From an optimization exercise on the open Yosys and OpenROAD flow, aimed at small area; shortcuts taken in it are not production practice. RTL that was checked went through simulation tests only; none was proved equivalent to the original. The flow treats the clock pin as an ideal source, which a real chip does not have. Power and IR drop assume default switching activity.

middle:
// jtag_pdi_sniffer
module jtag_pdi_sniffer (
    input  wire       clk,
    input  wire       rst,         
    input  wire       smp_valid,   
    input  wire       tms,
    input  wire       tdi,
    input  wire       tdo,
    output wire       out_valid,
    output wire [7:0] out_data,
    output reg        pdi_err
);
    localparam [3:0] S_RESET      = 4'hF,
                     S_IDLE       = 4'hC,
                     S_SELECT_DR  = 4'h7,
                     S_CAPTURE_DR = 4'h6,
                     S_SHIFT_DR   = 4'h2,
                     S_EXIT1_DR   = 4'h1,
                     S_PAUSE_DR   = 4'h3,
                     S_EXIT2_DR   = 4'h0,
                     S_UPDATE_DR  = 4'h5,
                     S_SELECT_IR  = 4'h4,
                     S_CAPTURE_IR = 4'hE,
                     S_SHIFT_IR   = 4'hA,
                     S_EXIT1_IR   = 4'h9,
                     S_PAUSE_IR   = 4'hB,
                     S_EXIT2_IR   = 4'h8,
                     S_UPDATE_IR  = 4'hD;
    localparam [1:0] K_END  = 2'd0,    
                     K_NEXT = 2'd1,    
                     K_REP  = 2'd2,    
                     K_CAP  = 2'd3;    
    reg [3:0] tap;
    reg       ir_rst;      
    reg [3:0] irs;
    reg [31:0] dri;
    reg [9:0]  dro;        
    reg [3:0] tap_next;
    always @(*) begin
        case (tap)
            S_RESET:      tap_next = tms ? S_RESET     : S_IDLE;
            S_IDLE:       tap_next = tms ? S_SELECT_DR : S_IDLE;
            S_SELECT_DR:  tap_next = tms ? S_SELECT_IR : S_CAPTURE_DR;
            S_CAPTURE_DR: tap_next = tms ? S_EXIT1_DR  : S_SHIFT_DR;
            S_SHIFT_DR:   tap_next = tms ? S_EXIT1_DR  : S_SHIFT_DR;
            S_EXIT1_DR:   tap_next = tms ? S_UPDATE_DR : S_PAUSE_DR;
            S_PAUSE_DR:   tap_next = tms ? S_EXIT2_DR  : S_PAUSE_DR;
            S_EXIT2_DR:   tap_next = tms ? S_UPDATE_DR : S_SHIFT_DR;
            S_UPDATE_DR:  tap_next = tms ? S_SELECT_DR : S_IDLE;
            S_SELECT_IR:  tap_next = tms ? S_RESET     : S_CAPTURE_IR;
  ...
Settings: LEC_CHECK=0, ABC_AREA=1, CAP_MARGIN=20, CORE_MARGIN=2, CORE_UTILIZATION=40, CTS_BUF_LIST=sky130_fd_sc_hd__clkbuf_4, CTS_CLUSTER_DIAMETER=100, CTS_CLUSTER_SIZE=40, SLEW_MARGIN=20; clock period 10.0 ns.
standard.sh (not shown) runs the stock make flow with config.mk's settings and CLKGATE_MAP_FILE= SYNTH_SCRIPT=/design/flow/synth_recipe.tcl, a recipe that flattens the netlist after the stock synthesis.
==> flow/flow/run.sh <==
#!/bin/bash
# Standard layout, with two changes: clock tree synthesis without dummy
# loads (and clkbuf_4 buffers), and plain buf_1 cells as the port buffers.
set -euo pipefail
export CTS_ARGS="-sink_clustering_enable -repair_clock_nets -buf_list sky130_fd_sc_hd__clkbuf_4 -sink_clustering_size 40 -sink_clustering_max_diameter 100 -dont_use_dummy_load"
export BUFFER_PORTS_ARGS="-buffer_cell sky130_fd_sc_hd__buf_1"
bash standard.sh > standard.log 2>&1
middle did not stop at any stage, and its layout met the timing, DRC and antenna checks.
### middle -> north
Settings: changing ABC_AREA from 1 to 0; changing CORE_UTILIZATION from 40 to 65.
==> summary.txt <==
Xor-xnor portion of the synthesized cell area, north and middle, higher one = north.
Going from middle to north, the clock group total power was found to have gone down by about 3%.
[compare] base=middle new=north: number of signal-net buffers in the layout saw an increase; total power has decreased; wire length reported by the detailed router dropped about 14%.
The worst setup slack of north was inferior to that of middle.
Diff middle -> north: overall die area lower; maximum frequency lower; sequential share of layout area higher.

---

== run 1 ==
jtag_pdi_sniffer, a different RTL version from the one above (not shown whole).
Size in the first run: roughly 610 cells after synthesis, about 16 I/O pins, about 5300 sq um of cells after synthesis.
==> flow/config.mk <==
export PLATFORM = sky130hd
export DESIGN_NAME = jtag_pdi_sniffer
export DESIGN_NICKNAME = jtag_pdi_sniffer
export VERILOG_FILES = /design/flow/design.v
export SDC_FILE = /design/flow/constraint.sdc
export NUM_CORES = 4
export LEC_CHECK = 0
export ABC_AREA = 1
export CAP_MARGIN = 20
export CORE_MARGIN = 2
export CORE_UTILIZATION = 60
export CTS_BUF_LIST = sky130_fd_sc_hd__clkbuf_4
export CTS_CLUSTER_DIAMETER = 100
export CTS_CLUSTER_SIZE = 40
export PLACE_DENSITY = 0.75
export SLEW_MARGIN = 20
==> flow/constraint.sdc <==
create_clock -name core_clock -period 10.0 [get_ports {clk}]
set_input_delay 2.0000 -clock core_clock [delete_from_list [all_inputs] [get_ports {clk}]]
set_output_delay 2.0000 -clock core_clock [all_outputs]
set_load 0.01 [all_outputs]
==> flow/flow/run.sh <==
#!/bin/bash
# Standard layout, with these changes: clock tree synthesis without dummy
# loads and with clkbuf_4 buffers, then any clock buffer driving a slow
# clock pin upsized (flow/post_cts.tcl); plain buf_1 cells as the port
# buffers. The make output goes to standard.log, the tools' own logs to
# orfs/logs.
set -euo pipefail
export CTS_ARGS="-sink_clustering_enable -repair_clock_nets -buf_list sky130_fd_sc_hd__clkbuf_4 -sink_clustering_size 40 -sink_clustering_max_diameter 100 -dont_use_dummy_load"
export BUFFER_PORTS_ARGS="-buffer_cell sky130_fd_sc_hd__buf_1"
export POST_CTS_TCL="$(pwd)/flow/post_cts.tcl"
bash standard.sh > standard.log 2>&1
==> flow/flow/post_cts.tcl <==
estimate_parasitics -placement
set slow {}
foreach pin [all_registers -clock_pins] {
  set s 0
  foreach e {rise fall} {
    set v [get_property $pin slew_max_$e]
    if {$v > $s} { set s $v }
  }
  if {$s > 0.110} {
    foreach d [get_pins -of_objects [get_nets -of_objects $pin] -filter "direction==output"] {
      lappend slow [get_property [get_cells -of_objects $d] full_name]
    }
  }
}
foreach name [lsort -unique $slow] {
  set cell [get_cells $name]
  if {[get_property [get_lib_cells -of_objects $cell] name] eq "sky130_fd_sc_hd__clkbuf_4"} {
    puts "post_cts: upsizing $name to clkbuf_8"
    replace_cell $cell sky130_fd_sc_hd__clkbuf_8
  }
}
detailed_placement
check_placement -verbose
estimate_parasitics -placement
The final layout from run 1, which completed every stage, passed the timing, DRC and antenna checks at the end of the flow.
Inputs modified between run 1 and run 2:
--- a/flow/config.mk
+++ b/flow/config.mk
@@ -8 +8 @@
-export ABC_AREA = 1
+export ABC_AREA = 0
@@ -11 +11 @@
-export CORE_UTILIZATION = 60
+export CORE_UTILIZATION = 40
@@ -15 +14,0 @@
-export PLACE_DENSITY = 0.75
--- outcome ---
Looking at most common cell after layout, fill and taps aside, the sky130_fd_sc_hd__nand2_1 result is from run 2; the sky130_fd_sc_hd__nor2_1 one comes from run 1. Changes observed in run 2 relative to run 1: minimum clock period after layout has increased; utilization has decreased; via count has decreased; synthesized cell count has decreased; detailed placement HPWL has decreased. Looking at power spent charging and discharging nets, run 2 sits 2.5% higher than run 1 does. Diff run 1 -> run 2: combinational share of power dropped 0.6 points; final non-filler cell area barely changed; total power after layout climbed 1.3%.
Relative to run 2, the following input files were edited for run 3:
--- a/flow/config.mk
+++ b/flow/config.mk
@@ -11 +11 @@
-export CORE_UTILIZATION = 40
+export CORE_UTILIZATION = 60
@@ -14,0 +15 @@
+export PLACE_DENSITY = 0.75
## What came out
Run 3 vs run 2: switching component of the power down by a few percent
Run 3 against run 2: portion of the layout cell area used by non-clock buffers ~0 delta; XOR/XNOR share of the synthesized area comparable; estimated wirelength of the detail-placed design lower; design area shrank by 98 sq um; maximum clock frequency was more or less identical.
Min area added between synthesis and finish across run 2 and run 3: run 3
Between run 2 and run 3, the depth of the worst hold-timing path figures differ only marginally.
In run 3 relative to run 2, routed wire length had gone down by a few percent.
CTS clock-pin slew for the worst setup and hold paths: run 3 vs run 2, no meaningful difference

---

== the reference run ==
Another version of the RTL of jtag_pdi_sniffer (not shown whole).
For scale: about 130 flip-flops, about 5200 µm² of cells after synthesis.
Settings: LEC_CHECK=0, ABC_AREA=0, CAP_MARGIN=20, CORE_MARGIN=2, CORE_UTILIZATION=40, CTS_BUF_LIST=sky130_fd_sc_hd__clkbuf_4, CTS_CLUSTER_DIAMETER=100, CTS_CLUSTER_SIZE=40, SLEW_MARGIN=20; clock period 10.0 ns.
Scripts as last shown in full above: flow/flow/run.sh, flow/flow/post_cts.tcl
### the reference run -> the trial run
- CAP_MARGIN changed from 20 to 0
- SLEW_MARGIN changed from 20 to 0
==> comparison <==
Comparing the trial run against the reference run, there is no change at all in per-instance average area after synthesis.
Diff the reference run..the trial run | total power after layout | unchanged
The trial run: done, clean on timing, DRC and antenna
The trial run -> the reference run: total I/O pin count delta 0, exact match
The reference run -> the trial run: fraction of area in non-clock buffers delta 0, exact match
Routing usage on met1 came out exactly the same in the reference run and the trial run.
Between the trial run and the reference run, the growth of design area from synthesis to finish does not differ in any meaningful way.
Changes observed in the trial run relative to the reference run: distinct cell type count of the synthesized netlist has remained practically unchanged, synthesized flop and latch total has remained practically unchanged, ratio of final minimum period to clock period has remained practically unchanged.
Compared the reference run against the trial run; share of power burned in the clock network within noise.

---

Another version of the RTL of jtag_pdi_sniffer (not shown whole).
Size: ~130 flip-flops, about 16 I/O pins, roughly 5200 um^2 of cells after synthesis.
Settings: LEC_CHECK=0, ABC_AREA=0, CAP_MARGIN=0, CORE_MARGIN=2, CORE_UTILIZATION=40, CTS_BUF_LIST=sky130_fd_sc_hd__clkbuf_4, CTS_CLUSTER_DIAMETER=100, CTS_CLUSTER_SIZE=40, SLEW_MARGIN=0; clock period 10.0 ns.
==> flow/flow/run.sh <==
#!/bin/bash
# Standard layout, with two changes: clock tree synthesis without dummy
# loads (and clkbuf_4 buffers), and plain buf_1 cells as the port buffers.
set -euo pipefail
export CTS_ARGS="-sink_clustering_enable -repair_clock_nets -buf_list sky130_fd_sc_hd__clkbuf_4 -sink_clustering_size 40 -sink_clustering_max_diameter 100 -dont_use_dummy_load"
export BUFFER_PORTS_ARGS="-buffer_cell sky130_fd_sc_hd__buf_1"
bash standard.sh > standard.log 2>&1
Next try:
Settings changed: CAP_MARGIN 0 to 20, SLEW_MARGIN 0 to 20.
The changed run finished clean.
Cell count stays the same.
Hold slack barely changes.
Core utilization stays flat.

---

Another version of the RTL of jtag_pdi_sniffer (not shown whole).
Size in the first run: about 780 cells after synthesis, ~16 I/O pins, ~5900 um2 of cells after synthesis.
Settings: LEC_CHECK=0, ABC_AREA=1, CAP_MARGIN=20, CORE_MARGIN=2, CORE_UTILIZATION=40, CTS_BUF_LIST=sky130_fd_sc_hd__clkbuf_4, CTS_CLUSTER_DIAMETER=100, CTS_CLUSTER_SIZE=40, SLEW_MARGIN=20; clock period 10.0 ns.
run.sh (not shown) runs the stock make flow with config.mk's settings and CLKGATE_MAP_FILE= SYNTH_SCRIPT=/design/flow/synth_recipe.tcl, a recipe that flattens the netlist after the stock synthesis.
Stock flow here: none of the scripts above is used.
The first run completed without violations.
Next try:
==> flow/flow/run.sh (new file) <==
#!/bin/bash
# Standard layout, with two changes: clock tree synthesis without dummy
# loads (and clkbuf_4 buffers), and plain buf_1 cells as the port buffers.
set -euo pipefail
export CTS_ARGS="-sink_clustering_enable -repair_clock_nets -buf_list sky130_fd_sc_hd__clkbuf_4 -sink_clustering_size 40 -sink_clustering_max_diameter 100 -dont_use_dummy_load"
export BUFFER_PORTS_ARGS="-buffer_cell sky130_fd_sc_hd__buf_1"
bash standard.sh > standard.log 2>&1
==> flow/standard.sh (new file) <==
#!/bin/bash
# synth_recipe.tcl (not shown) runs the flow's synth.tcl, then flattens the netlist and writes it again
# the make line also repeats each setting of config.mk as NAME=value (left out here)
make -C /OpenROAD-flow-scripts/flow DESIGN_CONFIG=/design/flow/config.mk WORK_HOME=/design/flow/orfs CLKGATE_MAP_FILE= SYNTH_SCRIPT=/design/flow/synth_recipe.tcl "${@:-finish}"
ABC_AREA = 0   (was 1)
removed: flow/run.sh
Sequential power stays flat; via count went down by 10%; count of clock-buffer cells in the layout is unchanged; total power went down by 17%; core utilization went down by 1.3 points; sequential share of layout area went up by 3.2 points.
No run of this note included a check of the RTL's function; only the layout flow was run.

---

jtag_pdi_sniffer with an RTL version that a note above also has.
Size in the first run: ~590 cells after synthesis, about 120 flip-flops, ~16 I/O pins.
## jtag_pdi_sniffer
module jtag_pdi_sniffer (
    input  wire       clk,
    input  wire       rst,         
    input  wire       smp_valid,   
    input  wire       tms,
    input  wire       tdi,
    input  wire       tdo,
    output wire       out_valid,
    output wire [7:0] out_data,
    output reg        pdi_err
);
Settings: LEC_CHECK=0, ABC_AREA=0, CAP_MARGIN=20, CORE_MARGIN=2, CORE_UTILIZATION=40, CTS_BUF_LIST=sky130_fd_sc_hd__clkbuf_4, CTS_CLUSTER_DIAMETER=100, CTS_CLUSTER_SIZE=40, SLEW_MARGIN=20; clock period 10.0 ns.
Stock flow here: none of the scripts above is used.
The baseline passed the timing, DRC and antenna checks.
Next try:
==> flow/flow/run.sh (new file) <==
#!/bin/bash
# Standard layout, with two changes: clock tree synthesis without dummy
# loads (and clkbuf_4 buffers), and plain buf_1 cells as the port buffers.
set -euo pipefail
export CTS_ARGS="-sink_clustering_enable -repair_clock_nets -buf_list sky130_fd_sc_hd__clkbuf_4 -sink_clustering_size 40 -sink_clustering_max_diameter 100 -dont_use_dummy_load"
export BUFFER_PORTS_ARGS="-buffer_cell sky130_fd_sc_hd__buf_1"
bash standard.sh > standard.log 2>&1
==> flow/standard.sh (new file) <==
#!/bin/bash
# synth_recipe.tcl (not shown) runs the flow's synth.tcl, then flattens the netlist and writes it again
# the make line also repeats each setting of config.mk as NAME=value (left out here)
make -C /OpenROAD-flow-scripts/flow DESIGN_CONFIG=/design/flow/config.mk WORK_HOME=/design/flow/orfs CLKGATE_MAP_FILE= SYNTH_SCRIPT=/design/flow/synth_recipe.tcl "${@:-finish}"
removed: flow/run.sh
- sequential cell count does not change
- setup slack gets better by 0.096 ns
- critical path depth does not change
- die area stays the same
- wire length came out lower by about 3%
- maximum frequency came out higher by 1.0%
- via count came out lower by about 2%

---

RTL: one of the versions met above, not the one the previous note started from.
Size in the first run: about 16 I/O pins, about 5200 sq um of cells after synthesis.
Design jtag_pdi_sniffer, start of the top module:
module jtag_pdi_sniffer (
    input  wire       clk,
    input  wire       rst,         
    input  wire       smp_valid,   
    input  wire       tms,
    input  wire       tdi,
    input  wire       tdo,
    output wire       out_valid,
    output wire [7:0] out_data,
    output reg        pdi_err
);
clock: 10.0 ns
lec_check: 0
abc_area: 0
cap_margin: 20
core_margin: 2
core_utilization: 40
cts_buf_list: sky130_fd_sc_hd__clkbuf_4
cts_cluster_diameter: 100
cts_cluster_size: 40
slew_margin: 20
standard.sh (not shown) runs the stock make flow with config.mk's settings and CLKGATE_MAP_FILE= SYNTH_SCRIPT=/design/flow/synth_recipe.tcl, a recipe that flattens the netlist after the stock synthesis.
==> flow/flow/run.sh <==
#!/bin/bash
# Standard layout, with these changes: clock tree synthesis without dummy
# loads and with clkbuf_4 buffers, then any clock buffer driving a slow
# clock pin upsized (flow/post_cts.tcl); plain buf_1 cells as the port
# buffers. The make output goes to standard.log, the tools' own logs to
# orfs/logs.
set -euo pipefail
export CTS_ARGS="-sink_clustering_enable -repair_clock_nets -buf_list sky130_fd_sc_hd__clkbuf_4 -sink_clustering_size 40 -sink_clustering_max_diameter 100 -dont_use_dummy_load"
export BUFFER_PORTS_ARGS="-buffer_cell sky130_fd_sc_hd__buf_1"
export POST_CTS_TCL="$(pwd)/flow/post_cts.tcl"
bash standard.sh > standard.log 2>&1
==> flow/flow/post_cts.tcl <==
estimate_parasitics -placement
set slow {}
foreach pin [all_registers -clock_pins] {
  set s 0
  foreach e {rise fall} {
    set v [get_property $pin slew_max_$e]
    if {$v > $s} { set s $v }
  }
  if {$s > 0.095} {
    foreach d [get_pins -of_objects [get_nets -of_objects $pin] -filter "direction==output"] {
      lappend slow [get_property [get_cells -of_objects $d] full_name]
    }
  }
}
foreach name [lsort -unique $slow] {
  set inst [[ord::get_db_block] findInst $name]
  if {[string match "*clkbuf_4" [[$inst getMaster] getName]]} {
    puts "post_cts: upsizing $name to clkbuf_8"
    replace_cell $inst sky130_fd_sc_hd__clkbuf_8
  }
}
detailed_placement
check_placement -verbose
estimate_parasitics -placement
The starting point stopped in clock tree synthesis (4_1_cts) (STA-0124).
Edit:
--- a/flow/flow/post_cts.tcl
+++ b/flow/flow/post_cts.tcl
@@ -14,8 +14,8 @@
 }
 foreach name [lsort -unique $slow] {
-  set inst [[ord::get_db_block] findInst $name]
-  if {[string match "*clkbuf_4" [[$inst getMaster] getName]]} {
+  set cell [get_cells $name]
+  if {[get_property [get_lib_cells -of_objects $cell] name] eq "sky130_fd_sc_hd__clkbuf_4"} {
     puts "post_cts: upsizing $name to clkbuf_8"
-    replace_cell $inst sky130_fd_sc_hd__clkbuf_8
+    replace_cell $cell sky130_fd_sc_hd__clkbuf_8
   }
 }
After rerunning:
- The changed run completed without violations
- area after synthesis stays the same
- synthesized cell count does not change

==> what the ideal ports hide <==
How much do the figures lean on ideal ports? The routed layouts below were timed once more, with nothing changed but the port constraints.
Step 1, drivers: a clkbuf_16 drives clk and a buf_2 each remaining input, both assumed.
Step 2 times the ports against the registers' clock, not the clock port: input delays grow and output delays shrink by t, the midpoint of the rising clock arrivals with the driver on.
a / b / c = no drivers / after step 1 / after step 2; a / b = the first two.
run	t (ns)	setup slack, ns	worst setup path after step 2	worst slew at a driven data input, ns
middle	0.551	1.193 / 1.193 / 1.193	register to register	0.03
north	0.518	0.722 / 0.722 / 0.722	register to register	0.03
run 1	0.524	4.649 / 4.621 / 5.145	register to output	0.04
run 2	0.530	4.569 / 4.538 / 5.068	register to output	0.03
run 3	0.526	4.558 / 4.529 / 5.055	register to output	0.03
the reference run	0.550	4.432 / 4.396 / 4.947	register to output	0.03
the trial run	0.550	4.432 / 4.396 / 4.947	register to output	0.03
the first run of note 4	0.530	4.164 / 4.133 / 4.663	register to output	0.03
the second run of note 4	0.533	4.166 / 4.135 / 4.668	register to output	0.03
the first run of note 5	0.564	3.821 / 3.787 / 4.350	register to output	0.03
the second run of note 5	0.536	4.624 / 4.589 / 5.125	register to output	0.03
the first run of note 6	0.554	0.780 / 0.780 / 0.780	register to register	0.03
the second run of note 6	0.538	0.876 / 0.876 / 0.876	register to register	0.03
the second run of note 7	0.554	4.159 / 4.128 / 4.682	register to output	0.03
After both steps every run listed still meets setup and hold.
